From an optimization exercise on the open Yosys and OpenROAD flow, aimed at small area, a short achievable clock period and few clock cycles per item; shortcuts taken in it are not production practice.
Function was not checked in any run shown here: the RTL went through the layout flow alone.
Power is estimated from default activity; no workload was simulated.

==> flow/design.v <==
module teavault_cipher (
    input  wire         clk,
    input  wire         rst,           
    input  wire         in_valid,
    output wire         in_ready,
    input  wire         in_decrypt,    
    input  wire [127:0] in_key,
    input  wire [63:0]  in_block,
    output wire         out_valid,
    input  wire         out_ready,
    output wire [63:0]  out_block
);
    localparam [31:0] DELTA   = 32'h9E3779B9;
    localparam [31:0] SUMENC  = 32'h9E3779B9;    
    localparam [31:0] SUMDEC  = 32'h2C15E7F9;    
    function [37:0] add38(input [37:0] x, input [37:0] y, input ci);
        reg [37:0] g, p, gg, pp, gn, pn;
        integer i, l;
        begin
            g = x & y;
            p = x ^ y;
            gg = g; pp = p;
            gg[0] = g[0] | (p[0] & ci);
            for (l = 0; l < 6; l = l + 1) begin
                gn = gg; pn = pp;
                for (i = 0; i < 38; i = i + 1)
                    if (i[l]) begin
                        gn[i] = gg[i] | (pp[i] & gg[((i >> l) << l) - 1]);
                        pn[i] = pp[i] & pp[((i >> l) << l) - 1];
                    end
                gg = gn; pp = pn;
            end
            add38 = p ^ {gg[36:0], ci};
        end
    endfunction
    function [31:0] maj(input [31:0] x, input [31:0] y, input [31:0] w);
        maj = (x & y) | (x & w) | (y & w);
    endfunction
    reg        busy;       
    reg        full;       
    reg        last;       
    reg [7:0]  c;          
    reg        dec;
    reg [31:0] a, b;       
    reg [31:0] t1, t2, t3;   
    reg        ov;
    reg [31:0] sn;         
    reg [63:0] kp;         
    reg         nz;        
    reg         sub;       
    wire [31:0] ka  = kp[63:32];
    wire [31:0] kb  = kp[31:0];
    wire [31:0] f   = t1 ^ t2 ^ {t3[31:27] - {4'd0, ov}, t3[26:0]};
    wire [31:0] fx  = (f & {32{nz}}) ^ {32{sub}};    
    wire [37:0] nbc = add38({6'd0, a}, {6'd0, fx}, sub);
    wire [31:0] nb  = nbc[31:0];
    wire [27:0] s1  = a[27:0] ^ fx[27:0] ^ ka[31:4];
    wire [27:0] m1  = maj({4'd0, a[27:0]}, {4'd0, fx[27:0]}, {4'd0, ka[31:4]});
    wire [37:0] t1c = add38({6'd0, s1, ka[3:0]}, {6'd0, m1[26:0], sub, 4'd0}, 1'b0);
    wire [31:0] s2  = a ^ fx ^ sn;
    wire [31:0] m2  = maj(a, fx, sn);
    wire [37:0] t2c = add38({6'd0, s2}, {6'd0, m2[30:0], sub}, 1'b0);
    wire [36:0] a3  = {5'd0, a};
    wire [36:0] f3  = {5'd0, fx};
    wire [36:0] k3  = {kb, 5'd0};
    wire [36:0] s3  = a3 ^ f3 ^ k3;
    wire [36:0] m3  = (a3 & f3) | (a3 & k3) | (f3 & k3);
    wire [37:0] t3c = add38({1'b0, s3}, {m3, sub}, 1'b0);
    wire [31:0] dd  = {DELTA[31:1] ^ {31{dec}}, 1'b1};    
    assign in_ready  = last;
    assign out_valid = full;
    assign out_block = {a, b};
    always @(posedge clk) begin
        t1 <= t1c[31:0];
        t2 <= t2c[31:0];
        t3 <= t3c[36:5];
        ov <= nbc[32];
        if (busy) begin
            if (!c[0])
                sn <= sn + dd;
            kp  <= (c[0] ^ dec) ? in_key[63:0] : in_key[127:64];
            c   <= c + 8'd1;
            nz  <= (c != 8'd254) && (c != 8'd127);
            sub <= dec && (c != 8'd254) && (c != 8'd127);
        end else begin
            sn  <= in_decrypt ? SUMDEC : SUMENC;
            kp  <= in_key[127:64];
            c   <= in_decrypt ? 8'd254 : 8'd255;
            dec <= in_decrypt;
            nz  <= 1'b0;
            sub <= 1'b0;
        end
        if (busy) begin
            a <= b;
            b <= nb;
        end else if (!full) begin
            a <= in_block[31:0];
            b <= in_block[63:32];
        end
        if (rst) begin
            busy <= 1'b0;
            full <= 1'b0;
            last <= 1'b0;
        end else if (busy) begin
            last <= ~last & (c == (dec ? 8'd127 : 8'd126));
            if (last) begin
                busy <= 1'b0;
                full <= 1'b1;
            end
        end else if (full) begin
            if (out_ready)
                full <= 1'b0;
        end else begin
            busy <= in_valid;
        end
    end
endmodule
==> flow/flow/run.sh <==
#!/bin/bash
set -e
cat >> "$FLOW_CONFIG" <<'EOC'
export BUFFER_PORTS_ARGS = -buffer_cell sky130_fd_sc_hd__buf_1
export SETUP_SLACK_MARGIN = 9
export TNS_END_PERCENT = 0
EOC
bash standard.sh > standard.log 2>&1
==> flow/standard.sh <==
#!/bin/bash
# synth_recipe.tcl (not shown) runs the flow's synth.tcl, then flattens the netlist and writes it again
# the make line also repeats each setting of config.mk as NAME=value (left out here)
make -C /OpenROAD-flow-scripts/flow DESIGN_CONFIG=/design/flow/config.mk WORK_HOME=/design/flow/orfs CLKGATE_MAP_FILE= SYNTH_SCRIPT=/design/flow/synth_recipe.tcl "${@:-finish}"
==> flow/config.mk <==
export PLATFORM = sky130hd
export DESIGN_NAME = teavault_cipher
export DESIGN_NICKNAME = teavault_cipher
export VERILOG_FILES = /design/flow/design.v
export SDC_FILE = /design/flow/constraint.sdc
export NUM_CORES = 4
export LEC_CHECK = 0
export ABC_AREA = 1
export CAP_MARGIN = 20
export CORE_MARGIN = 2
export CORE_UTILIZATION = 40
export SLEW_MARGIN = 20
export BUFFER_PORTS_ARGS = -buffer_cell sky130_fd_sc_hd__buf_1
export SETUP_SLACK_MARGIN = 9
export TNS_END_PERCENT = 0
==> flow/constraint.sdc <==
create_clock -name core_clock -period 12.0 [get_ports {clk}]
set_input_delay 2.4000 -clock core_clock [delete_from_list [all_inputs] [get_ports {clk}]]
set_output_delay 2.4000 -clock core_clock [all_outputs]
set_load 0.01 [all_outputs]
==> run summary, run 1 <==
ANT nets after route 0; kind of launch point of the worst setup path flip-flop; Clock Root Buffer clkbuf_16; overall fraction of global-route tracks in use 0.210; Commonest cells post-synth nand2_1, inv_1, dfxtp_1; TritonCTS clock tree done; pwr/cell area around 260 nW/um^2; most area-consuming cells after synthesis dfxtp_1, edfxtp_1, nand2_1, inv_1, fa_1; Leakage Power 0.0128 uW; kind of cell with the highest combined delay on the critical path flip-flops; max-cap violations 0; routed length per placed instance between 15 and 20 um; number of diodes added for antenna fixing 0; Internal Dissipation 3520 uW; Syn-to-layout area delta 20.3%; std cell rows 83; logic gate share of total power 0.590; net switching power of the design 2870 uW; Initial Utilization 0.402; worst min path class reg2reg; share of Yosys cell area claimed by the top area cell type 0.169; flip-flop cell with the highest count after synthesis dfxtp_1; die width 231 um; Worst slew margin 0.323; largest driver fanout on the critical path 4; Final TNS setup 0 ns; Switching Fraction 0.449; run status timing/DRC/antenna clean; longest individual stage delay on the worst path 0.45 ns; number of distinct library cells after synthesis 48; arrival time reported for the critical path endpoint about 1.2 ns; Final Routed Wirelength 56,600 um; type of the setup path with the least slack reg2out; area of the mapped netlist 20,600 um^2; critical path cell sequence buf_1; Data required, critical path 9.60 ns; maximum count of clock buffers along a single path 3; cell count after synthesis 2,663; # clock sinks 271; die outline height roughly 230 um; #FFs+latches synth 271; final cycle utilization of the critical path 0.301; num ports 263; post-cts hold buffer count 0; Final HPWL DP 43,000 um; syn avg cell area roughly 7.7 um^2; IR drop worst, VDD between 0.1 and 0.15 mV; detailed-routing iteration count for the pre-antenna-repair pass 6; wire length of the first global-routing pass approximately 89,000 um; critical path buffer and inverter count 1; category of the worst setup path capture point output pin; clock slew at the register clock pins of the worst setup and hold paths about 0.06 ns; relative contribution of the clock network to total power 0.187; Seq pwr share 0.223; RSZ-0062 raised after global routing true; Overflow after GRT 0; synthesized netlist net count around 3,100; pin count of the biggest net entering global routing 65; final count of hold timing violations 0; final hold slack 0.321 ns; insertion delay of the later-clocked pin in the worst-skew pair 0.55 ns; area of the core slightly above 50,000 um^2; total number of nets in the final design approximately 3,400; Warnings, synthesis 1; # H-tree levels 2; vias after detailed routing 17,500; die outline area 53,200 um^2; number of setup violations in the final report 0; antenna violations before repair 0; gpl congestion 0.891; DRC errors left 0; I/O Buffers between 200 and 300; number of enable-type register cells in the synthesized netlist 97; minimum period implied by the final worst setup slack 3.62 ns; Critical Path Slowest Stage Cell edfxtp_1; skew final 0.0209 ns; share of async-settable or async-resettable flops after synthesis 0; Inserted Clock Buffers 34; final slew viol count 0; vias per cell roughly 4.7; Worst Tran Pin Value around 1 ns; top achievable clock speed approximately 280 MHz; fraction of layout cells with a size suffix above 1 0.113; top-count cell post-synth nand2_1; 1st-iter DRT viols ~1,000; sequential cell area fraction in the yosys report 0.311; library cell with the largest summed area after synthesis dfxtp_1; via count of the first global-routing pass roughly 17,000
## metrics by stage
stage               cell area [um^2]  power [uW]  setup slack [ns]   util  instances
finish                         24700        6400              8.38  0.484       3690
detailed placement             22600        4920              7.86  0.442       3570
floorplan                      20900        4070              8.79      -       2663
global placement               22600        4850              7.90  0.442       3570
CTS                            24000        6180              8.28  0.470       3640
global route                   24700        6990              8.31  0.484       3690
## power by group through the flow
stage	combinational [uW]	sequential, uW	clock [uW]
2_1_floorplan	2670	1400	0
3_3_place_gp	3390	1460	0
3_5_place_dp	3460	1460	0
4_1_cts	3530	1430	1220
5_1_grt	4280	1450	1260
6_report	3770	1430	1190
## routing by layer
| layer | GRT usage | share of wire |
|---|---|---|
| met3 | 0.0257 | 0.045 |
| met1 | 0.297 | 0.48 |
| met5 | 0 | 0 |
| met2 | 0.343 | 0.46 |
| met4 | 0.0478 | 0.020 |
## kinds of logic after synthesis
kind of cell | count (synthesis) | share of synthesized area
xor gates and xnor gates | 124 | 0.0528
buffers and inverters | 604 | 0.113
adders and majority gates | 260 | 0.197
muxes | 64 | 0.0351
DFF | 271 | 0.311
and+or+nand+nor | 1106 | 0.228
AOI/OAI and AO/OA | 234 | 0.0640
## flip-flops by register name, summed over array words and instances, names as in the netlist
name	count
a	32
b	32
busy	1
c	8
dec	1
full	1
kp	64
last	1
nz	1
ov	1
sn	32
sub	1
t1	32
t2	32
t3	32
## layout make-up
| class | instances | area, um^2 |
|---|---|---|
| Inverter | 567 | 2130 |
| Timing Repair Buffer | 320 | 1530 |
| Fill cell | 5019 | 26400 |
| Tap cell | 680 | 851 |
| Sequential cell | 271 | 6410 |
| Timing Repair inverter | 1 | 7.51 |
| Clock buffer | 44 | 1010 |
| Multi-Input combinational cell | 1789 | 12500 |
| Clock inverter | 18 | 292 |
## cells in the final DEF, fill, tap and decap left out, types with 41 or more instances in the layout
cell      Yosys  final
nor2_1      131    129
xnor2_1      48     48
nand3_1     168    160
xor2_1       76     45
dfxtp_1     174    165
a21oi_1     136    130
nand2_1     694    678
buf_4         0     50
o21ai_0      42     41
fa_1        105     96
inv_1       562    555
mux2_2       42     42
ha_1        155    146
edfxtp_1     97     97
buf_1         8    262
## worst paths after layout
check	slack, ns	from	cells after the start	end
hold reg to reg	0.32	kp[32]	0	t1[0]
hold / removal	0.32	kp[32]	0	t1[0]
setup reg to reg	8.48	t1[13]	16	t1[30]
setup / recovery	8.38	a[20]	1	out_block[52]
## repair_timing
action / CTS / global route
pin swaps: 0 / 21
endpoints found under the setup margin: 341 / 248
setup buffers: 7 / 48
cloned: 1 / 1
resized for setup: 6 / 55
==> run 2, diff against run 1 <==
==> flow/flow/run.sh (replaced) <==
#!/bin/bash
# The standard ORFS layout (standard.sh), with these changes to how the
# layout is made (the SDC and clock period stay the standard flow's):
#  - ports are buffered with buf_1 cells instead of delay buffers;
#  - synthesis does not map adders to the library's fa/ha cells (same
#    synthesis script and registers, the adders are left to ABC);
#  - timing repair aims for more setup slack, on the worst path only.
set -e
cat >> "$FLOW_CONFIG" <<'EOC'
export BUFFER_PORTS_ARGS = -buffer_cell sky130_fd_sc_hd__buf_1
export ADDER_MAP_FILE = 
export SETUP_SLACK_MARGIN = 9.5
export TNS_END_PERCENT = 0
EOC
bash standard.sh > standard.log 2>&1
--- a/flow/config.mk
+++ b/flow/config.mk
@@ -12,4 +12,5 @@
 export SLEW_MARGIN = 20
 export BUFFER_PORTS_ARGS = -buffer_cell sky130_fd_sc_hd__buf_1
-export SETUP_SLACK_MARGIN = 9
+export ADDER_MAP_FILE = 
+export SETUP_SLACK_MARGIN = 9.5
 export TNS_END_PERCENT = 0
==> run 2 against run 1 <==
Effect of this change: final area decreased by 6.0%; highest routed layer unchanged; first-iteration DRC count increased by 18%; fmax decreased by 0.23%; combinational power decreased by 25%; critical path type unchanged; critical path depth unchanged; power decreased by 17%; flip-flop and latch count unchanged; cell count increased by 12%.
==> run summary, run 2 <==
run status timing/DRC/antenna clean; top-count cell post-synth nand2_1; kind of launch point of the worst setup path flip-flop; # clock sinks 271 (unchanged); critical path buffer and inverter count 1 (unchanged); library cell with the largest summed area after synthesis nand2_1; skew final 0.0165 ns (-0.00436 ns); Seq pwr share 0.272 (+0.049); fraction of layout cells with a size suffix above 1 0.0926 (-0.0203); syn avg cell area 6.48 um^2 (-16%); routed length per placed instance 14.3 um (-6.6%); maximum count of clock buffers along a single path 3 (unchanged); insertion delay of the later-clocked pin in the worst-skew pair 0.56 ns (about the same); top achievable clock speed 276 MHz (-0.23%); DRC errors left 0 (unchanged); Internal Dissipation 2810 uW (-20%); IR drop worst, VDD 0.0947 mV (-8.9%); Final Routed Wirelength 58,900 um (+4.2%); logic gate share of total power 0.529 (-0.061); final design instance area without fill 23,300 um^2 (-6.0%); clock slew at the register clock pins of the worst setup and hold paths 0.06 ns (about the same); number of enable-type register cells in the synthesized netlist 97 (unchanged); number of cells after detailed placement 4,045 (+13%); net switching power of the design 2510 uW (-13%); highest-count cells in the layout ignoring fill and taps nand2_1, inv_1, nand3_1; filler-free cell count of the finished design 4,116 (+12%); vias per cell 4.80 (+1.3%); Worst slew margin 0.326 (+0.00321); via count of the first global-routing pass 18,000 (+6.4%); minimum period implied by the final worst setup slack 3.62 ns (+0.00835 ns); Leakage Power 0.0122 uW (-5.0%); Warnings, synthesis 1 (unchanged); ANT nets after route 0 (unchanged); die outline area 53,000 um^2 (-0.42%); largest driver fanout on the critical path 2 (-2); number of distinct library cells after synthesis 65 (+35%); worst min path class reg2reg; critical path cell sequence buf_6; Syn-to-layout area delta 13.7%; flip-flop cell with the highest count after synthesis dfxtp_1; I/O Buffers 262 (unchanged); most area-consuming cells after synthesis nand2_1, dfxtp_1, edfxtp_1, inv_1, nand3_1; Final HPWL DP 44,400 um (+3.2%); relative contribution of the clock network to total power 0.199 (+0.012); area of the mapped netlist 20,500 um^2 (-0.43%); share of Yosys cell area claimed by the top area cell type 0.211 (+0.0413); Final TNS setup 0 ns (unchanged); Data required, critical path 9.60 ns (about the same); # H-tree levels 2 (unchanged); longest individual stage delay on the worst path 0.49 ns (+0.04 ns); Overflow after GRT 0 (unchanged); final count of hold timing violations 0 (unchanged); Initial Utilization 0.406 (+0.00397); #FFs+latches synth 271 (unchanged); setup slack after layout 8.38 ns (-0.00835 ns); most frequent standard cell in the layout excluding fill and tap cells nand2_1; final slew viol count 0 (unchanged); Switching Fraction 0.472 (+0.0224); share of async-settable or async-resettable flops after synthesis 0 (unchanged); wire length of the first global-routing pass 92,600 um (+4.6%); sequential cell area fraction in the yosys report 0.312 (+0.00135); dpl cell area 22,000 um^2 (-2.5%); RSZ-0062 raised after global routing true; Commonest cells post-synth nand2_1, inv_1, nand3_1; final cycle utilization of the critical path 0.302 (+0.000696); num ports 263 (unchanged); detailed-routing iteration count for the pre-antenna-repair pass 6 (unchanged); worst setup slack after placement 8.23 ns (+0.366 ns); Worst Tran Pin Value 1.01 ns (-0.00482 ns); gpl congestion 0.895 (+0.43%); TritonCTS clock tree done; number of diodes added for antenna fixing 0 (unchanged); pwr/cell area 229 nW/um^2 (-11%); die width 230 um (-0.21%); kind of cell with the highest combined delay on the critical path flip-flops; max-cap violations 0 (unchanged); std cell rows 82 (-1.2%); number of setup violations in the final report 0 (unchanged); 1st-iter DRT viols 1,215 (+18%); arrival time reported for the critical path endpoint 1.22 ns (about the same); FF-to-FF setup slack 8.61 ns (+0.13 ns); overall fraction of global-route tracks in use 0.218 (+0.00767); area of the core 50,400 um^2 (-1.4%); type of the setup path with the least slack reg2out; antenna violations before repair 0 (unchanged); pin count of the biggest net entering global routing 78 (+20%); cell count after synthesis 3,158 (+19%); total number of nets in the final design 3,613 (+5.0%); synthesized netlist net count 3,355 (+7.5%); vias after detailed routing 19,800 (+13%); Critical Path Slowest Stage Cell edfxtp_1; Inserted Clock Buffers 36 (+5.9%); most flop-heavy register kp; die outline height 230 um (-0.21%); number of flip-flops under the largest register name 64 (unchanged); category of the worst setup path capture point output pin; Clock Root Buffer clkbuf_16
[run 2: worst paths after layout]
path | startpoint | endpoint | depth (start not counted)
max | a[26] | out_block[58] | 1
min | kp[35] | t1[3] | 0
max reg2reg | dec | sn[25] | 20
min reg2reg | kp[35] | t1[3] | 0
[run 2: layer usage]
layer | wire, um | track usage | vias up
li1 | - | - | 10500
met5 | 0 | 0 | -
met1 | 28800 | 0.297 | 8790
met3 | 2770 | 0.0329 | 71
met4 | 1480 | 0.0675 | 0
met2 | 25900 | 0.354 | 397
[run 2: power by group through the flow]
| stage | clock, uW | sequential (uW) | combinational [uW] |
|---|---|---|---|
| 4_1_cts | 1090 | 1450 | 2800 |
| 3_3_place_gp | 0 | 1470 | 2770 |
| 6_report | 1060 | 1450 | 2820 |
| 5_1_grt | 1130 | 1470 | 3220 |
| 2_1_floorplan | 0 | 1390 | 2190 |
| 3_5_place_dp | 0 | 1460 | 2780 |
[run 2: cell type report]
| class | instances | area [um^2] |
|---|---|---|
| clock buffers | 47 | 1020 |
| clock inverters | 19 | 134 |
| fillers | 5306 | 27100 |
| inverters | 453 | 1710 |
| multi-input cells | 2380 | 12000 |
| flip-flops and latches | 271 | 6400 |
| well taps | 672 | 841 |
| repair buffers | 274 | 1120 |
[run 2: cell families (layout without fill, tap and decap cells)]
| kind of cell | count (synthesis) | after routing | synth area share |
|---|---|---|---|
| flops | 271 | 271 | 0.312 |
| simple gates | 1865 | 1865 | 0.400 |
| xor+xnor | 148 | 148 | 0.0671 |
| compound gates | 302 | 302 | 0.0831 |
| mux | 65 | 65 | 0.0363 |
| buf+inv | 507 | 793 | 0.101 |
[run 2: per-stage QoR]
step	total power [uW]	utilization	hold slack [ns]
finish	5330	0.462	0.325
global route	5820	0.462	0.332
CTS	5350	0.460	0.328
detailed placement	4250	0.437	0.314
global placement	4230	0.437	0.312
floorplan	3580	-	0.310
[run 2: timing repair]
action | 4_1_cts | 5_1_grt
buffers inserted | 1 | 3
resized for setup | 3 | 12
setup endpoints to repair | 296 | 268
hold buffers | 0 | 0

-- afterwards: timing with drivers on the ports --
The results above use ideal ports. As a check the final layouts listed here were re-extracted and re-timed, cells and wires unchanged. Step 1 (the two cells are an assumption about what drives the block):
set clk [get_ports {clk}]
set_driving_cell -lib_cell sky130_fd_sc_hd__clkbuf_16 $clk
set_driving_cell -lib_cell sky130_fd_sc_hd__buf_2 [delete_from_list [all_inputs] $clk]
Step 2 times the ports against the registers' clock, not the clock port: input delays grow and output delays shrink by t, the midpoint of the rising clock arrivals with the driver on. Three values: ideal, step 1, step 2; two values: the first two.
run	t (ns)	setup WS [ns]	worst setup path after step 2
run 1	0.591	8.384 / 8.331 / 8.476	register to register
run 2	0.612	8.376 / 8.319 / 8.484	input to register
After both steps setup and hold are still met in every run listed.
